Context: an optimization exercise on an open-source flow, tuned for small area, a short achievable clock period and few clock cycles. The choices shown serve that exercise and are no tape-out recipe.
Function was checked by simulation only, so behaviour that the tests miss may differ from the original.

==> flow/design.v (outline; a module is shown in full before it is edited, if it fits) <==
// module gr_fa: 4 lines
// module gr_ha: 4 lines
// module hsv2rgb_stream: 812 lines
module hsv2rgb_stream (
    input  wire        clk,
    input  wire        rst,         
    input  wire        in_valid,
    output wire        in_ready,
    input  wire [23:0] in_hsv,      
    output reg         out_valid,
    input  wire        out_ready,
    output wire [31:0] out_rgba     
);
  // ...
==> flow/flow/run.sh <==
#!/bin/bash
# The standard layout, with: port buffers made of buf_2 cells; clock tree from
# clkbuf_4/clkbuf_8 with larger sink clusters and no dummy loads; repair_timing
# aiming for 12.0 ns of setup slack (at the design's clock period and constraints).
set -euo pipefail
bash standard.sh \
  "BUFFER_PORTS_ARGS=-buffer_cell sky130_fd_sc_hd__buf_2" \
  "CTS_ARGS=-sink_clustering_enable -repair_clock_nets -buf_list {sky130_fd_sc_hd__clkbuf_4 sky130_fd_sc_hd__clkbuf_8} -sink_clustering_size 30 -sink_clustering_max_diameter 80 -dont_use_dummy_load" \
  SETUP_SLACK_MARGIN=12.0 finish > standard_flow.log 2>&1
==> flow/standard.sh <==
#!/bin/bash
# synth_recipe.tcl (not shown) runs the flow's synth.tcl, then flattens the netlist and writes it again
# the make line also repeats each setting of config.mk as NAME=value (left out here)
make -C /OpenROAD-flow-scripts/flow DESIGN_CONFIG=/design/flow/config.mk WORK_HOME=/design/flow/orfs CLKGATE_MAP_FILE= SYNTH_SCRIPT=/design/flow/synth_recipe.tcl "${@:-finish}"
==> flow/config.mk <==
export PLATFORM = sky130hd
export DESIGN_NAME = hsv2rgb_stream
export DESIGN_NICKNAME = hsv2rgb_stream
export VERILOG_FILES = /design/flow/design.v
export SDC_FILE = /design/flow/constraint.sdc
export NUM_CORES = 4
export LEC_CHECK = 0
export CAP_MARGIN = 5
export CORE_MARGIN = 2
export CORE_UTILIZATION = 65
export CTS_BUF_LIST = sky130_fd_sc_hd__clkbuf_4 sky130_fd_sc_hd__clkbuf_8
export PLACE_DENSITY = 0.75
export SLEW_MARGIN = 5
export SYNTH_HIERARCHICAL = 1
export TNS_END_PERCENT = 0
==> flow/constraint.sdc <==
create_clock -name core_clock -period 17.0 [get_ports {clk}]
set_input_delay 3.4000 -clock core_clock [delete_from_list [all_inputs] [get_ports {clk}]]
set_output_delay 3.4000 -clock core_clock [all_outputs]
set_load 0.01 [all_outputs]
==> impl_results.md, run 1 <==
- GPL Wtd Cong: 0.912
- Highest cell delay on the worst timing path: 0.47 ns
- N_taps: 280
- Syn avg cell area: between 10 and 15 sq um
- # nets final: approximately 1900
- Fin crit period: about 5 ns
- Clock latency at the later pin of the worst-skew pair: between 0.4 and 0.5 ns
- Total track usage: roughly a third
- Hold path cells: 0
- CP arrival: 5.24 ns
- Levels on crit path: 9
- Status: timing/DRC/antenna clean
- Row count: between 50 and 60
- Final setup viols: 0
- Global-route wire length before repair: between 50 and 60 mm
- GR Util met3: between 5 and 6%
- Synth Area in Compound Gates: a little over an eighth
- CP endpoint kind: register
- Number of flops mapped to enable cells by yosys: 90
- TritonRoute pass-1 iters: 7
- Met2 usage: 53.1%
- Worst Slack Setup Final: between 10 and 15 ns
- Post-cts sizing count: 6
Testbench counts, summed over its fixed seeds: cycles 32,024.
==> inputs of run 2 (changes only) <==
--- a/flow/design.v
+++ b/flow/design.v
@@ -327,18 +327,18 @@
     wire sa_27, sa_28;
     gr_fa usa_27 (.a((a0_q[4] & s_q[2])), .b((a0_q[5] & s_q[1])), .c((a0_q[6] & s_q[0])), .s(sa_27), .co(sa_28));
     wire sa_29, sa_30;
     gr_fa usa_29 (.a(sa_3), .b(sa_5), .c((a0_q[5] & s_q[2])), .s(sa_29), .co(sa_30));
     wire sa_31, sa_32;
     gr_fa usa_31 (.a((a0_q[6] & s_q[1])), .b((a0_q[7] & s_q[0])), .c(sa_2), .s(sa_31), .co(sa_32));
     wire sa_33, sa_34;
     gr_fa usa_33 (.a(sa_7), .b(sa_9), .c(sa_11), .s(sa_33), .co(sa_34));
-    wire sa_35, sa_36;
-    gr_fa usa_35 (.a(1'b1), .b(sa_4), .c(sa_6), .s(sa_35), .co(sa_36));
+    wire sa_35 = ~(sa_4 ^ sa_6);
+    wire sa_36 = sa_4 | sa_6;
     wire sa_37, sa_38;
     gr_fa usa_37 (.a(sa_13), .b(sa_15), .c((~s_q[1])), .s(sa_37), .co(sa_38));
     wire sa_39, sa_40;
     gr_fa usa_39 (.a(sa_8), .b(sa_10), .c(sa_12), .s(sa_39), .co(sa_40));
     wire sa_41, sa_42;
     gr_fa usa_41 (.a(sa_17), .b((a0_q[6] & s_q[4])), .c((a0_q[7] & s_q[3])), .s(sa_41), .co(sa_42));
     wire sa_43, sa_44;
     gr_fa usa_43 (.a((~s_q[2])), .b(sa_14), .c(sa_16), .s(sa_43), .co(sa_44));
@@ -429,18 +429,18 @@
     wire sb_27, sb_28;
     gr_fa usb_27 (.a((b0_q[4] & s_q[2])), .b((b0_q[5] & s_q[1])), .c((b0_q[6] & s_q[0])), .s(sb_27), .co(sb_28));
     wire sb_29, sb_30;
     gr_fa usb_29 (.a(sb_3), .b(sb_5), .c((b0_q[5] & s_q[2])), .s(sb_29), .co(sb_30));
     wire sb_31, sb_32;
     gr_fa usb_31 (.a((b0_q[6] & s_q[1])), .b((b0_q[7] & s_q[0])), .c(sb_2), .s(sb_31), .co(sb_32));
     wire sb_33, sb_34;
     gr_fa usb_33 (.a(sb_7), .b(sb_9), .c(sb_11), .s(sb_33), .co(sb_34));
-    wire sb_35, sb_36;
-    gr_fa usb_35 (.a(1'b1), .b(sb_4), .c(sb_6), .s(sb_35), .co(sb_36));
+    wire sb_35 = ~(sb_4 ^ sb_6);
+    wire sb_36 = sb_4 | sb_6;
     wire sb_37, sb_38;
     gr_fa usb_37 (.a(sb_13), .b(sb_15), .c((~s_q[1])), .s(sb_37), .co(sb_38));
     wire sb_39, sb_40;
     gr_fa usb_39 (.a(sb_8), .b(sb_10), .c(sb_12), .s(sb_39), .co(sb_40));
     wire sb_41, sb_42;
     gr_fa usb_41 (.a(sb_17), .b((b0_q[6] & s_q[4])), .c((b0_q[7] & s_q[3])), .s(sb_41), .co(sb_42));
     wire sb_43, sb_44;
     gr_fa usb_43 (.a((~s_q[2])), .b(sb_14), .c(sb_16), .s(sb_43), .co(sb_44));
@@ -499,20 +499,19 @@
     wire sb_97, sb_98;
     gr_fa usb_97 (.a((b0_q[7] & s_q[7])), .b((~s_q[6])), .c(sb_72), .s(sb_97), .co(sb_98));
     wire [15:0] sb_99 = {(~s_q[7]), sb_97, sb_95, sb_93, sb_91, sb_89, sb_87, sb_85, sb_83, sb_81, sb_79, sb_77, sb_75, sb_73, (b0_q[0] & s_q[1]), (b0_q[0] & s_q[0])};
     wire [15:0] sb_100 = {sb_98, sb_96, sb_94, sb_92, sb_90, sb_88, sb_86, sb_84, sb_82, sb_80, sb_78, sb_76, sb_74, (b0_q[2] & s_q[0]), (b0_q[1] & s_q[0]), 1'b0};
     wire [15:0] sb_101 = sb_99 + sb_100;
     assign bm = {sb_101[15], sb_101[14], sb_101[13], sb_101[12], sb_101[11], sb_101[10], sb_101[9], sb_101[8]};
     wire       s0   = (s_q == 8'd0);
     wire       s255 = (s_q == 8'd255);
-    wire       ka   = s255 && a0_q == 8'd0;
     wire       kb   = s255 && b0_q == 8'd0;
     wire [7:0] ns   = 8'd0 - s_q;
-    wire [7:0] a1   = {am[7:1] | {7{s0}}, (am[0] & !ka) | s0};
+    wire [7:0] a1   = {am[7:1] | {7{s0}}, am[0] | s0};
     wire [7:0] c1   = {bm[7:1] | {7{s0}}, (bm[0] & !kb) | s0};
     wire [7:0] z1   = {ns[7:1] | {7{s0}}, (ns[0] & !s255) | s0};
     reg  [7:0] r1, g1, b1;
     always @(*) begin
         case (grp_q)
             2'd0:    begin r1 = a1; g1 = c1; b1 = z1; end
             2'd1:    begin r1 = z1; g1 = a1; b1 = c1; end
             default: begin r1 = c1; g1 = z1; b1 = a1; end
@@ -553,18 +552,18 @@
     wire vr_21, vr_22;
     gr_fa uvr_21 (.a((r1_q[4] & v2_q[2])), .b((r1_q[5] & v2_q[1])), .c((r1_q[6] & v2_q[0])), .s(vr_21), .co(vr_22));
     wire vr_23, vr_24;
     gr_fa uvr_23 (.a(vr_3), .b(vr_5), .c((r1_q[5] & v2_q[2])), .s(vr_23), .co(vr_24));
     wire vr_25, vr_26;
     gr_fa uvr_25 (.a((r1_q[6] & v2_q[1])), .b((r1_q[7] & v2_q[0])), .c(vr_2), .s(vr_25), .co(vr_26));
     wire vr_27, vr_28;
     gr_fa uvr_27 (.a(vr_7), .b(vr_9), .c((r1_q[7] & v2_q[1])), .s(vr_27), .co(vr_28));
-    wire vr_29, vr_30;
-    gr_fa uvr_29 (.a(1'b1), .b(vr_4), .c(vr_6), .s(vr_29), .co(vr_30));
+    wire vr_29 = ~(vr_4 ^ vr_6);
+    wire vr_30 = vr_4 | vr_6;
     wire vr_31, vr_32;
     gr_fa uvr_31 (.a(vr_11), .b((r1_q[5] & v2_q[4])), .c((r1_q[6] & v2_q[3])), .s(vr_31), .co(vr_32));
     wire vr_33, vr_34;
     gr_fa uvr_33 (.a((r1_q[7] & v2_q[2])), .b(vr_8), .c(vr_10), .s(vr_33), .co(vr_34));
     wire vr_35, vr_36;
     gr_fa uvr_35 (.a((r1_q[3] & v2_q[7])), .b((r1_q[4] & v2_q[6])), .c((r1_q[5] & v2_q[5])), .s(vr_35), .co(vr_36));
     wire vr_37, vr_38;
     gr_fa uvr_37 (.a((r1_q[6] & v2_q[4])), .b((r1_q[7] & v2_q[3])), .c(vr_12), .s(vr_37), .co(vr_38));
@@ -641,18 +640,18 @@
     wire vg_21, vg_22;
     gr_fa uvg_21 (.a((g1_q[4] & v2_q[2])), .b((g1_q[5] & v2_q[1])), .c((g1_q[6] & v2_q[0])), .s(vg_21), .co(vg_22));
     wire vg_23, vg_24;
     gr_fa uvg_23 (.a(vg_3), .b(vg_5), .c((g1_q[5] & v2_q[2])), .s(vg_23), .co(vg_24));
     wire vg_25, vg_26;
     gr_fa uvg_25 (.a((g1_q[6] & v2_q[1])), .b((g1_q[7] & v2_q[0])), .c(vg_2), .s(vg_25), .co(vg_26));
     wire vg_27, vg_28;
     gr_fa uvg_27 (.a(vg_7), .b(vg_9), .c((g1_q[7] & v2_q[1])), .s(vg_27), .co(vg_28));
-    wire vg_29, vg_30;
-    gr_fa uvg_29 (.a(1'b1), .b(vg_4), .c(vg_6), .s(vg_29), .co(vg_30));
+    wire vg_29 = ~(vg_4 ^ vg_6);
+    wire vg_30 = vg_4 | vg_6;
     wire vg_31, vg_32;
     gr_fa uvg_31 (.a(vg_11), .b((g1_q[5] & v2_q[4])), .c((g1_q[6] & v2_q[3])), .s(vg_31), .co(vg_32));
     wire vg_33, vg_34;
     gr_fa uvg_33 (.a((g1_q[7] & v2_q[2])), .b(vg_8), .c(vg_10), .s(vg_33), .co(vg_34));
     wire vg_35, vg_36;
     gr_fa uvg_35 (.a((g1_q[3] & v2_q[7])), .b((g1_q[4] & v2_q[6])), .c((g1_q[5] & v2_q[5])), .s(vg_35), .co(vg_36));
     wire vg_37, vg_38;
     gr_fa uvg_37 (.a((g1_q[6] & v2_q[4])), .b((g1_q[7] & v2_q[3])), .c(vg_12), .s(vg_37), .co(vg_38));
@@ -729,18 +728,18 @@
     wire vb_21, vb_22;
     gr_fa uvb_21 (.a((b1_q[4] & v2_q[2])), .b((b1_q[5] & v2_q[1])), .c((b1_q[6] & v2_q[0])), .s(vb_21), .co(vb_22));
     wire vb_23, vb_24;
     gr_fa uvb_23 (.a(vb_3), .b(vb_5), .c((b1_q[5] & v2_q[2])), .s(vb_23), .co(vb_24));
     wire vb_25, vb_26;
     gr_fa uvb_25 (.a((b1_q[6] & v2_q[1])), .b((b1_q[7] & v2_q[0])), .c(vb_2), .s(vb_25), .co(vb_26));
     wire vb_27, vb_28;
     gr_fa uvb_27 (.a(vb_7), .b(vb_9), .c((b1_q[7] & v2_q[1])), .s(vb_27), .co(vb_28));
-    wire vb_29, vb_30;
-    gr_fa uvb_29 (.a(1'b1), .b(vb_4), .c(vb_6), .s(vb_29), .co(vb_30));
+    wire vb_29 = ~(vb_4 ^ vb_6);
+    wire vb_30 = vb_4 | vb_6;
     wire vb_31, vb_32;
     gr_fa uvb_31 (.a(vb_11), .b((b1_q[5] & v2_q[4])), .c((b1_q[6] & v2_q[3])), .s(vb_31), .co(vb_32));
     wire vb_33, vb_34;
     gr_fa uvb_33 (.a((b1_q[7] & v2_q[2])), .b(vb_8), .c(vb_10), .s(vb_33), .co(vb_34));
     wire vb_35, vb_36;
     gr_fa uvb_35 (.a((b1_q[3] & v2_q[7])), .b((b1_q[4] & v2_q[6])), .c((b1_q[5] & v2_q[5])), .s(vb_35), .co(vb_36));
     wire vb_37, vb_38;
     gr_fa uvb_37 (.a((b1_q[6] & v2_q[4])), .b((b1_q[7] & v2_q[3])), .c(vb_12), .s(vb_37), .co(vb_38));
==> flow/flow/run.sh (replaced) <==
#!/bin/bash
# The standard layout, with: port buffers made of buf_2 cells; clock tree from
# clkbuf_4/clkbuf_8 with larger sink clusters and no dummy loads; repair_timing
# aiming for 12.15 ns of setup slack (at the design's clock period and constraints).
set -euo pipefail
bash standard.sh \
  "BUFFER_PORTS_ARGS=-buffer_cell sky130_fd_sc_hd__buf_2" \
  "CTS_ARGS=-sink_clustering_enable -repair_clock_nets -buf_list {sky130_fd_sc_hd__clkbuf_4 sky130_fd_sc_hd__clkbuf_8} -sink_clustering_size 30 -sink_clustering_max_diameter 80 -dont_use_dummy_load" \
  SETUP_SLACK_MARGIN=12.15 finish > standard_flow.log 2>&1
==> impl_results.md, run 2 <==
- Antenna diode count: 0 (unchanged)
- Buffer and inverter count on the worst path: 2 (unchanged)
- Most frequent CP cell: fa_1
- Die ar.: 0.0236 sq mm (was 0.0237 sq mm)
- Synthesis Warnings: 7 (unchanged)
- Residual DRC: 0 (unchanged)
- Hold_ws: 0.403 ns (was 0.413 ns)
- Clock Sinks: 118 (unchanged)
- Final HPWL DP: 23.9 mm (was 24.9 mm)
- DRT Wirelength: 34.8 mm (was 36.4 mm)
- CP endpoint kind: register (unchanged)
- Pin count of the biggest net entering global routing: 63 (was 64)
- Top flop regs: out_rgb x24, sk_rgb x24 (unchanged)
- Final setup viols: 0 (unchanged)
- Distinct cells, synth: 77 (was 78)
- Post-synthesis mux area share: 2.52% (was 1.44%)
- Synth Area in XOR/XNOR: 1.68% (was 1.92%)
- RSZ-0062 raised after global routing: yes (unchanged)
- Synth Area in Compound Gates: 12.0% (was 13.1%)
- Die H: 154 microns (about the same)
- Initial Util: 66.6% (was 66.5%)
- Area of the multi-input gates: 0.0111 sq mm (was 0.0112 sq mm)
- Worst Path Max Fanout: 5 (unchanged)
- Fin crit period: 5.06 ns (was 5.03 ns)
- Grt total ovfl: 0 (unchanged)
- Non-filler instance count after layout: 1788 (was 1821)
- Pin slew with the least headroom to its limit: 0.817 ns (was 0.835 ns)
- Count leader, synth: and2_1 (unchanged)
- Fin crit share: 29.7% (was 29.6%)
- Worst min-delay path class: register to register (unchanged)
- Max Clock Freq: 198 MHz (was 199 MHz)
- Core ar.: 0.0219 sq mm (was 0.0220 sq mm)
- Sequential fraction of the synthesis area: 22.4% (was 22.3%)
- Synth-to-Final Area Change: 9.72% (was 9.82%)
- Dominant synthesized flop cell: edfxtp_1 (unchanged)
- Crit path kind: register to register (was input port to register)
- CTS buffer count: 17 (unchanged)
- Filler cells: 1658 (was 1632)
- Clock latency at the later pin of the worst-skew pair: 0.45 ns (was 0.46 ns)
- Post-route ant nets: 0 (unchanged)
- CP max-delay cell: fa_1 (was mux4_2)
- Commonest cells post-synth: and2_1, fa_1, ha_1 (unchanged)
- Largest family of logic cells by synthesized area: adder cells (unchanged)
- Root Buffer: clkbuf_8 (unchanged)
- Total track usage: 30.1% (was 31.8%)
- Most frequent cells in the layout: and2_1, fa_1, ha_1, edfxtp_1, nand2_1 (was and2_1, fa_1, nand2_1, ha_1, edfxtp_1)
- Slew Limit Fails: 0 (unchanged)
- Placed cells: 1720 (was 1735)
- Max Cap Viol: 0 (unchanged)
- Boundary Pins: 62 (unchanged)
- Final setup TNS: 0 ns (unchanged)
- CTS clk-pin slew, worst paths: 0.08 ns (was 0.09 ns)
- Status: timing/DRC/antenna clean (unchanged)
- Row count: 54 (unchanged)
- Drt wl/cell: 19.5 microns (was 20.0 microns)
- Number of flops mapped to enable cells by yosys: 90 (unchanged)
- Vias in the first global route: 11100 (was 11700)
- Highest cell delay on the worst timing path: 0.52 ns (was 0.47 ns)
- I/O Buffers: 53 (unchanged)
- Reg area: 0.00326 sq mm (about the same)
- TritonCTS clock tree: done (unchanged)
- Via Count: 11000 (was 11500)
- Top Family by Delay on Critical Path: adder cells (was multiplexers)
- Post-Syn Area: 0.0146 sq mm (about the same)
- Final hold vios: 0 (unchanged)
- Max Root-Sink Buffers: 2 (unchanged)
- Nature of the critical path startpoint: register (was input port)
- Ranking of synthesized cells by area: fa_1, edfxtp_1, and2_1 (unchanged)
- Yosys top cell area share: 25.7% (was 26.3%)
- TritonRoute pass-1 iters: 5 (was 7)
- Async set-reset flop share out of synthesis: 0% (unchanged)
- Relative slew slack: 45.6% (was 44.3%)
- Synth Area in Adders: 35.1% (was 35.4%)
- Setup Skew: 0.0310 ns (was 0.0370 ns)
- Initial antenna violation count: 0 (unchanged)
- # H-tree levels: 4 (unchanged)
- GPL Wtd Cong: 0.891 (was 0.912)
- Syn Inst Count: 1452 (was 1459)
- Layout cells sized above 1: 14.3% (was 14.0%)
- # nets final: 1835 (was 1868)
- CP required: 17.13 ns (was 17.21 ns)
- Synthesized flop and latch total: 118 (unchanged)
- Die width: 154 microns (about the same)
- Initial DRC count: 832 (was 986)
- Dominant cell type by area after synthesis: fa_1 (unchanged)
- Syn avg cell area: 10.0 sq um (about the same)
- CP Cell Sequence: buf_4, bufbuf_16, and2_1, fa_1, fa_1, fa_1, fa_1, ha_2, nor2_1, o211ai_1, a21oi_2, nor3_1, or4_4, a21oi_4, a22oi_2 (was buf_8, clkinvlp_4, ha_4, or2_4, and3_4, a21o_1, o21ai_2, mux2i_1, mux4_2)
- Most common cell after layout, fill and taps aside: and2_1 (unchanged)
- Post-synthesis simple-gate area fraction: 22.5% (was 22.7%)
- CP arrival: 5.18 ns (was 5.24 ns)
- Drt via density: 6.16 (was 6.29)
- Global-route wire length before repair: 57.2 mm (was 59.4 mm)
## run 2: metrics by stage
step                      setup WS [ns]  area (sq um)  util [%]
final                             11.94         16000      73.0
after CTS                         12.06         15800      72.0
after detailed placement          11.03         15000      68.4
after global routing              11.85         16000      73.0
after floorplan                   11.77         14600         -
after global placement            11.10         15000      68.4
## run 2: worst paths after layout
kind / from / endpoint / slack [ns] / cells past startpoint
setup / recovery: s_q[6]$_DFFE_PN_ / r1_q[6]$_DFFE_PN_ / 11.94 / 15
hold / removal: v1_q[0]$_DFFE_PN_ / v2_q[0]$_DFFE_PN_ / 0.40 / 0
setup reg to reg: s_q[6]$_DFFE_PN_ / r1_q[6]$_DFFE_PN_ / 11.94 / 15
hold reg to reg: v1_q[0]$_DFFE_PN_ / v2_q[0]$_DFFE_PN_ / 0.40 / 0
## run 2: timing repair
action,CTS,global route
hold buffers,0,0
setup endpoints to repair,54,53
cloned,2,0
resized for setup,51,27
pin swaps,23,28
buffers inserted,37,12
## run 2: cell type report
cell class	instances	area share [%]
timing repair buffer	115	5.24
tap	280	2.19
multi-input combinational	1204	69.4
inverter	54	1.30
clock buffer	17	1.46
sequential	118	20.4
## run 2: per-layer routing
metal / part of all wire (%) / track usage, % / wire, microns / up-vias
met5: 0 / 0 / 0 / -
met2: 50 / 50.5 / 17400 / 311
met4: 2.3 / 9.70 / 806 / 0
met3: 4.4 / 4.62 / 1550 / 53
met1: 43 / 40.6 / 15100 / 5490
li1: - / - / - / 5163
## run 2: kinds of logic (layout without fill, tap and decap cells)
kind of cell             Yosys count  in the layout
AO/OA/AOI/OAI                    261            261
XOR/XNOR                          28             28
adder cells (fa/ha/maj)          297            297
buffers and inverters            137            186
flip-flops                       118            118
multiplexers                      32             32
other                              1              8
AND/OR/NAND/NOR                  578            578
## run 2: modules after synthesis (local to each module, per instance)
| module | flip-flops and latches | times used | cell area [sq um] | cells |
|---|---|---|---|---|
| gr_ha | 0 | 32 | 12.5 | 1 |
| hsv2rgb_stream | 118 | 1 | 10400 | 1233 |
| gr_fa | 0 | 187 | 20.0 | 1 |
Testbench counts of run 2, summed over its fixed seeds: cycles 32,024.
==> inputs of run 3 (changes only) <==
==> flow/flow/run.sh (replaced) <==
#!/bin/bash
# The standard layout, with: port buffers made of buf_2 cells; clock tree from
# clkbuf_4/clkbuf_8 with larger sink clusters and no dummy loads; repair_timing
# aiming for 12.0 ns of setup slack (at the design's clock period and constraints).
set -euo pipefail
bash standard.sh \
  "BUFFER_PORTS_ARGS=-buffer_cell sky130_fd_sc_hd__buf_2" \
  "CTS_ARGS=-sink_clustering_enable -repair_clock_nets -buf_list {sky130_fd_sc_hd__clkbuf_4 sky130_fd_sc_hd__clkbuf_8} -sink_clustering_size 30 -sink_clustering_max_diameter 80 -dont_use_dummy_load" \
  SETUP_SLACK_MARGIN=12.0 finish > standard_flow.log 2>&1
==> impl_results.md, run 3 <==
- Status: timing/DRC/antenna clean (unchanged)
- Max Root-Sink Buffers: 2 (unchanged)
- I/O Buffers: 53 (unchanged)
- Root Buffer: clkbuf_8 (unchanged)
- Post-route ant nets: 0 (unchanged)
- Crit path launch: s_q[6]$_DFFE_PN_ (unchanged)
- Slew Limit Fails: 0 (unchanged)
- CP required: 17.13 ns (about the same)
- Initial antenna violation count: 0 (unchanged)
- Max Clock Freq: 199 MHz (was 198 MHz)
- Cts hold-fix bufs: 0 (unchanged)
- # nets final: 1828 (was 1835)
- Die width: 154 microns (unchanged)
- Fin crit period: 5.03 ns (was 5.06 ns)
- CP endpoint kind: register (unchanged)
- Drt via density: 6.17 (was 6.16)
- Initial Util: 66.6% (unchanged)
- Total track usage: 29.8% (was 30.1%)
- Worst Path Max Fanout: 5 (unchanged)
- Dominant cell type by area after synthesis: fa_1 (unchanged)
- Max Cap Viol: 0 (unchanged)
- Clock Sinks: 118 (unchanged)
- TritonCTS clock tree: done (unchanged)
- Most common cell after layout, fill and taps aside: and2_1 (unchanged)
- Antenna diode count: 0 (unchanged)
- Final hold vios: 0 (unchanged)
- Top flop regs: out_rgb x24, sk_rgb x24 (unchanged)
- Layout cells sized above 1: 13.9% (was 14.3%)
- Top Family by Delay on Critical Path: adder cells (unchanged)
- Highest cell delay on the worst timing path: 0.60 ns (was 0.52 ns)
- TritonRoute pass-1 iters: 5 (unchanged)
- Number of flops mapped to enable cells by yosys: 90 (unchanged)
- CP Cell Sequence: buf_4, bufbuf_16, and2_1, fa_1, fa_1, fa_2, fa_1, ha_4, a21o_4, or3_4, o211a_1, or4_4, nand3_2, a22oi_2 (was buf_4, bufbuf_16, and2_1, fa_1, fa_1, fa_1, fa_1, ha_2, nor2_1, o211ai_1, a21oi_2, nor3_1, or4_4, a21oi_4, a22oi_2)
- Async set-reset flop share out of synthesis: 0% (unchanged)
- Row count: 54 (unchanged)
- Boundary Pins: 62 (unchanged)
- Area of the multi-input gates: 0.0111 sq mm (about the same)
- Most frequent cells in the layout: and2_1, fa_1, ha_1, edfxtp_1, nand2_1 (unchanged)
- Syn Inst Count: 1452 (unchanged)
- Synth-to-Final Area Change: 8.92% (was 9.72%)
- Synthesis Warnings: 7 (unchanged)
- RSZ-0062 raised after global routing: yes (unchanged)
- Vias in the first global route: 11100 (about the same)
- GPL Wtd Cong: 0.891 (unchanged)
- Synthesized flop and latch total: 118 (unchanged)
- Commonest cells post-synth: and2_1, fa_1, ha_1 (unchanged)
- Die H: 154 microns (unchanged)
- Distinct cells, synth: 77 (unchanged)
- Drt wl/cell: 19.4 microns (was 19.5 microns)
- Worst min-delay path class: register to register (unchanged)
- Setup Skew: 0.0313 ns (was 0.0310 ns)
- Most frequent CP cell: fa_1 (unchanged)
- Fin crit share: 29.6% (was 29.7%)
- Final setup viols: 0 (unchanged)
- Count leader, synth: and2_1 (unchanged)
- Worst reg2reg startpoint: s_q[6]$_DFFE_PN_ (unchanged)
- CTS clk-pin slew, worst paths: 0.08 ns (about the same)
- Buffer and inverter count on the worst path: 2 (unchanged)
- # H-tree levels: 4 (unchanged)
- Nature of the critical path startpoint: register (unchanged)
- Pin count of the biggest net entering global routing: 63 (unchanged)
- Crit path kind: register to register (unchanged)
- Ranking of synthesized cells by area: fa_1, edfxtp_1, and2_1 (unchanged)
- Initial DRC count: 751 (was 832)
- Yosys top cell area share: 25.7% (unchanged)
- DRT Wirelength: 34.6 mm (was 34.8 mm)
- Sequential fraction of the synthesis area: 22.4% (unchanged)
- Post-Syn Area: 0.0146 sq mm (unchanged)
- CTS buffer count: 17 (unchanged)
- CP arrival: 5.16 ns (was 5.18 ns)
- Residual DRC: 0 (unchanged)
- Relative slew slack: 44.3% (was 45.6%)
- Via Count: 11000 (about the same)
- Pin slew with the least headroom to its limit: 0.836 ns (was 0.817 ns)
- CP max-delay cell: fa_1 (unchanged)
- Die ar.: 0.0236 sq mm (unchanged)
- Global-route wire length before repair: 56.7 mm (was 57.2 mm)
- Syn avg cell area: 10.0 sq um (unchanged)
- Final HPWL DP: 23.9 mm (unchanged)
- Filler cells: 1668 (was 1658)
- Reg area: 0.00326 sq mm (unchanged)
- Clock latency at the later pin of the worst-skew pair: 0.45 ns (about the same)
- Final setup TNS: 0 ns (unchanged)
- Hold Crit Start: v1_q[0]$_DFFE_PN_ (unchanged)
- Core ar.: 0.0219 sq mm (unchanged)
- Grt total ovfl: 0 (unchanged)
- Dominant synthesized flop cell: edfxtp_1 (unchanged)
==> run 3: cell count changes in the layout (fill, tap and decap cells not counted), moves of 2 or more <==
cell / change
o41ai_2: -2
ha_1: +3
a221oi_2: +2
mux2i_2: +2
mux2i_1: -2
o41ai_1: +2
buf_6: -5
ha_4: -2
==> run 3: logic make-up (layout without fill, tap and decap cells) <==
family	Yosys count	count (layout)	share of synthesized area, %
XOR/XNOR	28	28	1.68
AND/OR/NAND/NOR	578	578	22.5
buffers and inverters	137	179	3.77
multiplexers	32	32	2.52
AO/OA/AOI/OAI	261	261	12.0
flip-flops	118	118	22.4
adder cells (fa/ha/maj)	297	297	35.1
other	1	8	0.0257
==> run 3: metrics by stage <==
stage                     cell area, sq um  setup slack [ns]  util, %  hold WS (ns)  std cells
after CTS                            15600             11.89     71.1         0.398       1767
after global placement               15000             11.10     68.4         0.403       1720
final                                15900             11.97     72.5         0.404       1781
after detailed placement             15000             11.03     68.4         0.406       1720
after floorplan                      14600             11.77        -         0.400       1459
after global routing                 15900             11.87     72.5         0.400       1781
==> run 3: worst paths after layout <==
kind | to | slack (ns) | depth (start not counted)
setup / recovery | r1_q[6]$_DFFE_PN_ | 11.97 | 14
hold reg to reg | v2_q[0]$_DFFE_PN_ | 0.40 | 0
hold / removal | v2_q[0]$_DFFE_PN_ | 0.40 | 0
setup reg to reg | r1_q[6]$_DFFE_PN_ | 11.97 | 14
==> run 3: Yosys stat by module, one instance, submodules excluded <==
module          copies in the design  cells inside
hsv2rgb_stream                     1          1233
gr_ha                             32             1
gr_fa                            187             1
==> run 3: area by class of cell <==
cell class / count / share of cell area (%)
Clock buffer: 17 / 1.47
Inverter: 54 / 1.33
Multi-Input combinational cell: 1204 / 69.7
Sequential cell: 118 / 20.6
Tap cell: 280 / 2.21
Timing Repair Buffer: 108 / 4.76
==> run 3: worst register-to-register path, stage by stage, from the launching register on <==
cell       delay [ns]
edfxtp_1         0.44
buf_4            0.18
bufbuf_16        0.26
and2_1           0.15
fa_1             0.49
fa_1             0.52
fa_2             0.42
fa_1             0.60
ha_4             0.23
a21o_4           0.24
or3_4            0.35
o211a_1          0.26
or4_4            0.43
nand3_2          0.09
a22oi_2          0.08
==> run 3: what timing repair did <==
item                       CTS  global route
setup endpoints to repair   45            45
gates cloned                 2             0
pin swaps                    2            23
resized for setup           21            45
buffers inserted            28            14
==> run 3: routing by layer <==
metal  wire [microns]  share of wire [%]  up-vias  global-route usage [%]
met3             1420                4.1       63                    4.59
met4              912                2.6        0                    10.0
met1            15300                 44     5508                    40.3
li1                 -                  -     5146                       -
met2            17000                 49      277                    49.7
met5                0                  0        -                       0
==> inputs of run 4 (changes only) <==
==> flow/flow/run.sh (replaced) <==
#!/bin/bash
# The standard layout, with: port buffers made of buf_2 cells; clock tree from
# clkbuf_4 with larger sink clusters and no dummy loads; repair_timing
# aiming for 12.0 ns of setup slack (at the design's clock period and constraints).
set -euo pipefail
bash standard.sh \
  "BUFFER_PORTS_ARGS=-buffer_cell sky130_fd_sc_hd__buf_2" \
  "CTS_ARGS=-sink_clustering_enable -repair_clock_nets -buf_list {sky130_fd_sc_hd__clkbuf_4} -sink_clustering_size 30 -sink_clustering_max_diameter 80 -dont_use_dummy_load" \
  SETUP_SLACK_MARGIN=12.0 finish > standard_flow.log 2>&1
--- a/flow/config.mk
+++ b/flow/config.mk
@@ -9,5 +9,5 @@
 export CORE_MARGIN = 2
 export CORE_UTILIZATION = 65
-export CTS_BUF_LIST = sky130_fd_sc_hd__clkbuf_4 sky130_fd_sc_hd__clkbuf_8
+export CTS_BUF_LIST = sky130_fd_sc_hd__clkbuf_4
 export PLACE_DENSITY = 0.75
 export SLEW_MARGIN = 5
==> impl_results.md, run 4 <==
- Highest cell delay on the worst timing path: 0.53 ns (was 0.60 ns)
- Layout cells sized above 1: 13.2% (was 13.9%)
- Core ar.: 0.0219 sq mm (unchanged)
- Hold path cells: 0 (unchanged)
- Clock Sinks: 118 (unchanged)
- Synthesized flop and latch total: 118 (unchanged)
- Placed Area: 0.0150 sq mm (unchanged)
- Synth Area in Compound Gates: 12.0% (unchanged)
- Die width: 154 microns (unchanged)
- Post-synthesis mux area share: 2.52% (unchanged)
- Worst reg2reg startpoint: s_q[6]$_DFFE_PN_ (unchanged)
- Worst r2r path cells: 14 (unchanged)
- Residual DRC: 0 (unchanged)
- Drt wl/cell: 19.3 microns (was 19.4 microns)
- # H-tree levels: 4 (unchanged)
- Top flop regs: out_rgb x24, sk_rgb x24 (unchanged)
- Synth Area in XOR/XNOR: 1.68% (unchanged)
- Dominant synthesized flop cell: edfxtp_1 (unchanged)
- Fin crit period: 4.99 ns (was 5.03 ns)
- Flop-to-flop setup slack: 12.01 ns (was 11.97 ns)
- CP required: 17.35 ns (was 17.13 ns)
- Relative slew slack: 45.3% (was 44.3%)
- Number of flops mapped to enable cells by yosys: 90 (unchanged)
- TritonRoute pass-1 iters: 5 (unchanged)
- CP endpoint kind: register (unchanged)
- Synth-to-Final Area Change: 8.39% (was 8.92%)
- TritonCTS clock tree: done (unchanged)
- Pin count of the biggest net entering global routing: 63 (unchanged)
- Boundary Pins: 62 (unchanged)
- Die H: 154 microns (unchanged)
- Worst Slack Setup Final: 12.01 ns (was 11.97 ns)
- Max Cap Viol: 0 (unchanged)
- Syn avg cell area: 10.0 sq um (unchanged)
- Pin slew with the least headroom to its limit: 0.821 ns (was 0.836 ns)
- Most common cell after layout, fill and taps aside: and2_1 (unchanged)
- Final hold vios: 0 (unchanged)
- Yosys top cell area share: 25.7% (unchanged)
- Area of the multi-input gates: 0.0111 sq mm (about the same)
- Post-Syn Area: 0.0146 sq mm (unchanged)
- CP arrival: 5.34 ns (was 5.16 ns)
- GPL Wtd Cong: 0.891 (unchanged)
- Final setup viols: 0 (unchanged)
- WHS Endpoint: v2_q[0]$_DFFE_PN_ (unchanged)
- DRT Wirelength: 34.4 mm (was 34.6 mm)
- Crit path launch: s_q[6]$_DFFE_PN_ (unchanged)
- Worst min-delay path class: register to register (unchanged)
- Final HPWL DP: 23.9 mm (unchanged)
- Slew Limit Fails: 0 (unchanged)
- Initial Util: 66.6% (unchanged)
- Total track usage: 29.7% (was 29.8%)
- RSZ-0062 raised after global routing: yes (unchanged)
- Dominant cell type by area after synthesis: fa_1 (unchanged)
- Drt via density: 6.16 (was 6.17)
- Crit path kind: register to register (unchanged)
- I/O Buffers: 53 (unchanged)
- Max Clock Freq: 200 MHz (was 199 MHz)
- Worst Path Max Fanout: 5 (unchanged)
- Setup Skew: 0.0504 ns (was 0.0313 ns)
- Count leader, synth: and2_1 (unchanged)
- Row count: 54 (unchanged)
- Largest family of logic cells by synthesized area: adder cells (unchanged)
- Final setup TNS: 0 ns (unchanged)
- Async set-reset flop share out of synthesis: 0% (unchanged)
- Syn Inst Count: 1452 (unchanged)
- Synthesis Warnings: 7 (unchanged)
- RR Endpoint: r1_q[4]$_DFFE_PN_ (was r1_q[6]$_DFFE_PN_)
- Nature of the critical path startpoint: register (unchanged)
- Reg area: 0.00326 sq mm (unchanged)
- Clock latency at the later pin of the worst-skew pair: 0.56 ns (was 0.45 ns)
- Global-route wire length before repair: 56.6 mm (was 56.7 mm)
- Max Root-Sink Buffers: 2 (unchanged)
- Final instance area: 0.0158 sq mm (was 0.0159 sq mm)
- Most frequent cells in the layout: and2_1, fa_1, ha_1, edfxtp_1, nand2_1 (unchanged)
- Filler cells: 1683 (was 1668)
- CTS buffer count: 17 (unchanged)
- Most frequent CP cell: fa_1 (unchanged)
- Fin crit share: 29.4% (was 29.6%)
- Initial DRC count: 717 (was 751)
- Distinct cells, synth: 77 (unchanged)
- Synth Area in Adders: 35.1% (unchanged)
- CP max-delay cell: fa_1 (unchanged)
- Commonest cells post-synth: and2_1, fa_1, ha_1 (unchanged)
- Via Count: 11000 (about the same)
- # nets final: 1831 (was 1828)
- Initial antenna violation count: 1 (was 0)
- Post-synthesis simple-gate area fraction: 22.5% (unchanged)
- Hold Crit Start: v1_q[0]$_DFFE_PN_ (unchanged)
- CTS clk-pin slew, worst paths: 0.13 ns (was 0.08 ns)
- Ranking of synthesized cells by area: fa_1, edfxtp_1, and2_1 (unchanged)
- Post-route ant nets: 0 (unchanged)
- Sequential fraction of the synthesis area: 22.4% (unchanged)
- Die ar.: 0.0236 sq mm (unchanged)
- Status: timing/DRC/antenna clean (unchanged)
- Grt total ovfl: 0 (unchanged)
- CP Cell Sequence: buf_4, bufbuf_16, and2_1, fa_1, fa_1, fa_1, fa_1, ha_1, or2_4, o21a_1, a221oi_1, xnor2_1, o21ai_0, a21oi_1 (was buf_4, bufbuf_16, and2_1, fa_1, fa_1, fa_2, fa_1, ha_4, a21o_4, or3_4, o211a_1, or4_4, nand3_2, a22oi_2)
- Vias in the first global route: 11000 (was 11100)
- Root Buffer: clkbuf_4 (was clkbuf_8)
- Setup WS pre-CTS: 11.03 ns (unchanged)
[run 4: changes by cell type in the layout (fill, tap and decap cells not counted), moves of 2 or more]
cell,previous run,this run
clkbuf_4,0,18
clkbuf_8,17,0
buf_6,2,5
a21oi_1,50,52
a21oi_2,9,7
a221oi_2,3,1
ha_2,4,2
inv_1,48,50
[run 4: cells by family (layout without fill, tap and decap cells)]
family	count (synthesis)	count (layout)
AOI/OAI and AO/OA	261	261
xor gates and xnor gates	28	28
adders and majority gates	297	297
buffers and inverters	137	182
DFF	118	118
muxes	32	32
other	1	9
and+or+nand+nor	578	578
[run 4: final cells by class]
cell class / count / area share, %
tap: 280 / 2.22
multi-input combinational: 1204 / 70.0
timing repair buffer: 111 / 5.00
inverter: 54 / 1.32
clock buffer: 17 / 0.808
antenna: 1 / 0.0158
sequential: 118 / 20.7
[run 4: how the worst max path moves through the flow]
| stage | cells past startpoint | endpoint |
|---|---|---|
| 6_report | 14 | r1_q[4]$_DFFE_PN_ |
| 5_1_grt | 15 | r1_q[6]$_DFFE_PN_ |
| 4_1_cts | 6 | b0_q[4]$_DFFE_PN_ |
| 3_5_place_dp | 8 | b0_q[1]$_DFFE_PN_ |
| 3_3_place_gp | 8 | b0_q[1]$_DFFE_PN_ |
| 2_1_floorplan | 9 | b0_q[0]$_DFFE_PN_ |
[run 4: Yosys stat by module, one instance, submodules excluded]
module | cell area [sq um] | flops+latches | cells
gr_fa | 20.0 | 0 | 1
gr_ha | 12.5 | 0 | 1
hsv2rgb_stream | 10400 | 118 | 1233
[run 4: metal layers]
layer	vias to the layer above	track usage, %	routed length [microns]
li1	5161	-	-
met2	313	49.8	17000
met5	-	0	0
met1	5453	40.5	15000
met4	0	9.26	900
met3	64	3.97	1550
[run 4: stage by stage]
stage	utilization [%]	hold slack, ns	std cells
3_5_place_dp	68.4	0.406	1720
5_1_grt	72.1	0.387	1785
3_3_place_gp	68.4	0.403	1720
6_report	72.1	0.401	1785
4_1_cts	70.4	0.389	1764
2_1_floorplan	-	0.400	1459
[run 4: worst max-delay path, delay by kind of cell (launching register included)]
kind | cells | cell delay [ns]
adders and majority gates | 5 | 2.23
DFF | 1 | 0.44
AOI/OAI and AO/OA | 4 | 1.02
buffers and inverters | 2 | 0.43
and+or+nand+nor | 2 | 0.42
xor gates and xnor gates | 1 | 0.27
[run 4: repair_timing]
| action | CTS | global route |
|---|---|---|
| setup endpoints to repair | 41 | 44 |
| pin swaps | 4 | 34 |
| hold buffers | 0 | 0 |
| hold endpoints to repair | 0 | 0 |
| cloned | 2 | 0 |
| gates resized for setup | 17 | 43 |
| buffers inserted | 25 | 20 |

what the ideal ports hide:
The flow's constraints put no driver on any port. The routed layouts listed below were extracted and timed again, unchanged, in two steps. Step 1, drivers: a clkbuf_16 drives clk and a buf_2 each remaining input, both assumed. Step 2, shift: input delay + t, output delay - t, t = (earliest + latest rising clock arrival at the registers) / 2. This alone moves slack from input paths to output paths. Three values: ideal, step 1, step 2; two values: the first two.
| run | shift t [ns] | slack for setup (ns) | worst register clock-pin slew, ns | worst slew at a driven data input, ns |
|---|---|---|---|---|
| run 1 | 0.480 | 11.966 / 11.954 / 11.475 | 0.09 / 0.09 | 0.05 |
| run 2 | 0.484 | 11.945 / 11.945 / 11.522 | 0.08 / 0.08 | 0.05 |
| run 3 | 0.482 | 11.965 / 11.965 / 11.514 | 0.08 / 0.08 | 0.04 |
| run 4 | 0.579 | 12.009 / 12.009 / 11.482 | 0.13 / 0.13 | 0.04 |
After both steps setup and hold are still met in every run listed. The setup slack of run 4, which loses most, moves by 0.000 ns with the drivers and by -0.527 ns with both steps.
